Context: an optimization exercise on an open-source flow, tuned for small area, a short achievable clock period and few clock cycles. The choices shown serve that exercise and are no tape-out recipe.
Only simulation tests tie the RTL to the original design; equivalence was not proved.
Power and IR drop assume default switching activity.

Setup of old:
==> flow/design.v (excerpt) <==
module cco7_core #(
    parameter [15:0] MAX_IN_LEN = 16'd1024
) (
    input  wire        clk,
    input  wire        rst,
    input  wire        req_valid,
    output wire        req_ready,
    input  wire [15:0] req_cmd,
    input  wire [15:0] req_len,
    input  wire        in_valid,
    output wire        in_ready,
    input  wire [31:0] in_data,
    output wire        out_valid,
    input  wire        out_ready,
    output wire [31:0] out_data,
    output wire        rsp_valid,
    output reg         rsp_err,
    output wire [7:0]  rsp_code,
    output wire [3:0]  rsp_stage,
    output wire [15:0] rsp_index,
    output wire [31:0] rsp_value
);
==> flow/config.mk <==
export PLATFORM = sky130hd
export DESIGN_NAME = cco7_core
export DESIGN_NICKNAME = cco7_core
export VERILOG_FILES = /design/flow/design.v
export SDC_FILE = /design/flow/constraint.sdc
export NUM_CORES = 4
export LEC_CHECK = 0
export ABC_AREA = 1
export CAP_MARGIN = 20
export CORE_MARGIN = 2
export CORE_UTILIZATION = 40
export PLACE_DENSITY = 0.6
export SETUP_SLACK_MARGIN = 5
export SLEW_MARGIN = 20
export SYNTH_HIERARCHICAL = 1
export SYNTH_MINIMUM_KEEP_SIZE = 0
==> flow/constraint.sdc <==
create_clock -name core_clock -period 10.0 [get_ports {clk}]
set_input_delay 2.0000 -clock core_clock [delete_from_list [all_inputs] [get_ports {clk}]]
set_output_delay 2.0000 -clock core_clock [all_outputs]
set_load 0.01 [all_outputs]
standard.sh (not shown) runs the stock make flow with config.mk's settings and CLKGATE_MAP_FILE= SYNTH_SCRIPT=/design/flow/synth_recipe.tcl, a recipe that flattens the netlist after the stock synthesis.
==> flow/flow/run.sh <==
#!/bin/bash
# Standard ORFS layout through the standard.sh (standard synthesis unchanged), with
#  - the ports buffered with the smallest plain buffer instead of the default choice,
set -euo pipefail
bash standard.sh "BUFFER_PORTS_ARGS=-buffer_cell sky130_fd_sc_hd__buf_1" SETUP_SLACK_MARGIN=5.3 finish > standard_flow.log 2>&1
Testbench counts of old, summed over its fixed seeds: cycles 125,549.
Changes in new relative to old:
diff --git a/flow/design.v b/flow/design.v
--- a/flow/design.v
+++ b/flow/design.v
@@ -49,12 +49,15 @@
     reg        nox;        
     reg [9:0]  pd;
     reg        pv;
     reg [5:0]  pos;
     reg [3:0]  hi;         
     reg [4:0]  ecode;
+    reg        isel;       
+    reg        vod;        
+    reg        vk;         
     assign req_ready = !busy;
     wire act  = busy && !done_q;
     wire slot = !ov || out_ready;
     assign out_valid = ov;
     assign out_data  = {11'd0, od};
     cco7_hsk u_rsp (.a(done_q && !ov), .b(done_q), .r(out_ready), .y(rsp_valid));
@@ -69,16 +72,12 @@
             5'h05:        stg = (o4 || o6) ? ST_ENC8 : ST_ENC16;
             5'h06:        stg = ST_ENC16;
             default:      stg = ST_DEC8;
         endcase
     end
     assign rsp_stage = stg;
-    wire c_lo = !ecode[4];
-    wire vk   = o6 && (ecode == 5'h05);
-    wire vod  = o5 && c_lo;
-    wire isel = c_lo && ((o1 && (ecode != 5'h04)) || o2 || (o3 && (ecode != 5'h0C)) || o4 || o5 || vk);
     assign rsp_index = isel ? {5'd0, cpc} : cnt;
     assign rsp_value = vk ? 32'h0010FFFF : vod ? {11'd0, od} : q;
     wire o1 = (op == OP_DEC16), o2 = (op == OP_ENC16), o3 = (op == OP_DEC8),
          o4 = (op == OP_ENC8),  o5 = (op == OP_T7DEC), o6 = (op == OP_T7ENC),
          o7 = (op == OP_KSX);
     localparam [431:0] KEY_TABLE = 432'h2E373867663B6B343532333738397678636E3433383936616376677342555348444B4A646C6B72776579692E2C416F666B3B64667364;
@@ -331,12 +330,15 @@
                 cnt     <= (!illegal && (too_long || t7_parity)) ? req_len : 16'd0;
                 cpc     <= 11'd0;
                 pv      <= 1'b0;
                 qc      <= 3'd0;
                 nox     <= 1'b1;
                 pos     <= ofs_pos;
+                isel    <= 1'b0;
+                vod     <= 1'b0;
+                vk      <= 1'b0;
                 rsp_err <= d_bad;
                 done_q  <= d_bad || ((req_len == 16'd0) && (c_op != 4'd5) && (c_op != 4'd6));
                 if (illegal) begin
                     ecode <= 5'h1F; q <= {16'd0, req_cmd};
                 end else if (too_long) begin
                     ecode <= 5'h1E; q <= {16'd0, MAX_IN_LEN};
@@ -385,23 +387,27 @@
                 if (take && (o1 || o2 || o3 || o4)) cpc <= cnt[10:0];    
                 else if (cpc_inc) cpc <= cpc + 11'd1;
                 else if (t5l && h5_d8) cpc <= {1'b0, cnt[10:1] - 10'd1};
                 else if (t5l && h5_0c) cpc <= {1'b0, cnt[10:1]};
                 if (take && (o1 || o2 || o3 || o4)) begin
                     rsp_err <= ie; ecode <= ie_code;
+                    isel <= 1'b1; vod <= 1'b0; vk <= 1'b0;
                 end else if (take_ie) begin
                     rsp_err <= 1'b1; ecode <= ie_code;
+                    isel <= 1'b0; vod <= 1'b0; vk <= 1'b0;
                 end else if (ee04) begin
                     rsp_err <= 1'b1; ecode <= 5'h04;
+                    isel <= 1'b0; vod <= 1'b0; vk <= 1'b0;
                 end else if (ee0c) begin
-                    rsp_err <= 1'b1; ecode <= 5'h0C;
+                    rsp_err <= 1'b1; ecode <= 5'h0C; isel <= 1'b0;
                 end else if (h5) begin
-                    rsp_err <= 1'b1;
+                    rsp_err <= 1'b1; isel <= 1'b1; vod <= 1'b1;
                     ecode <= h5_d8 ? d8_code : h5_0c ? 5'h0C : (e16_bad ? 5'h05 : 5'h06);
                 end else if (h6t) begin
                     rsp_err <= 1'b1; ecode <= 5'h05;
+                    isel <= 1'b1; vk <= 1'b1;
                 end
             end else if (ov && out_ready) begin
                 ov <= 1'b0;
             end
         end
     end
Results
Summary of new over old: multi-input gate share of total cell area down 0.60 points, shortest clock period the worst path allows after layout down 0.016 ns, total number of clock tree sinks up 2.3%, final standard cell area without fillers up 86 µm². Count of sequential standard cells (higher): new. In the flow results for old and new, the period utilization is larger on old. Measured against each other, old and new differ in sequential share of layout area, the higher figure coming from new. Status: non-clock buffer area fraction after layout parity (old, new). new vs old, source of the critical timing path: in_data[14] vs in_data[13]. Compared with old, new shows combinational share of power higher by 1.2 points. Taking old as the reference, in new die area went up 1.1%, maximum frequency picked up an extra 0.34%, non-clock buffer count shows an increase of 5, final worst-path setup slack now sits higher.
Testbench counts of new, summed over its fixed seeds: cycles 125,549.

## what the ideal ports hide
No port has a modelled driver above. Below, the same layouts with a new extraction and two added sets of constraints. Step 1 assumes that a clkbuf_16 drives the clock port and a buf_2 every other input. Step 2, shift: input delay + t, output delay - t, t = (earliest + latest rising clock arrival at the registers) / 2. This alone moves slack from input paths to output paths. a / b / c = ideal ports / drivers / drivers and shift; a / b = the first two.
| run | t (ns) | setup WS [ns] | slew at the worst register clock pin (ns) | worst slew at a driven data input, ns | pins driven straight from the clock port |
|---|---|---|---|---|---|
| old | 0.508 | 5.326 / 5.345 / 4.844 | 0.08 / 0.08 | 0.06 | 1 |
| new | 0.514 | 5.342 / 5.347 / 4.857 | 0.08 / 0.08 | 0.08 | 1 |
After both steps every run listed still meets setup and hold. The setup slack of new, which loses most, moves by +0.005 ns with the drivers and by -0.485 ns with both steps.
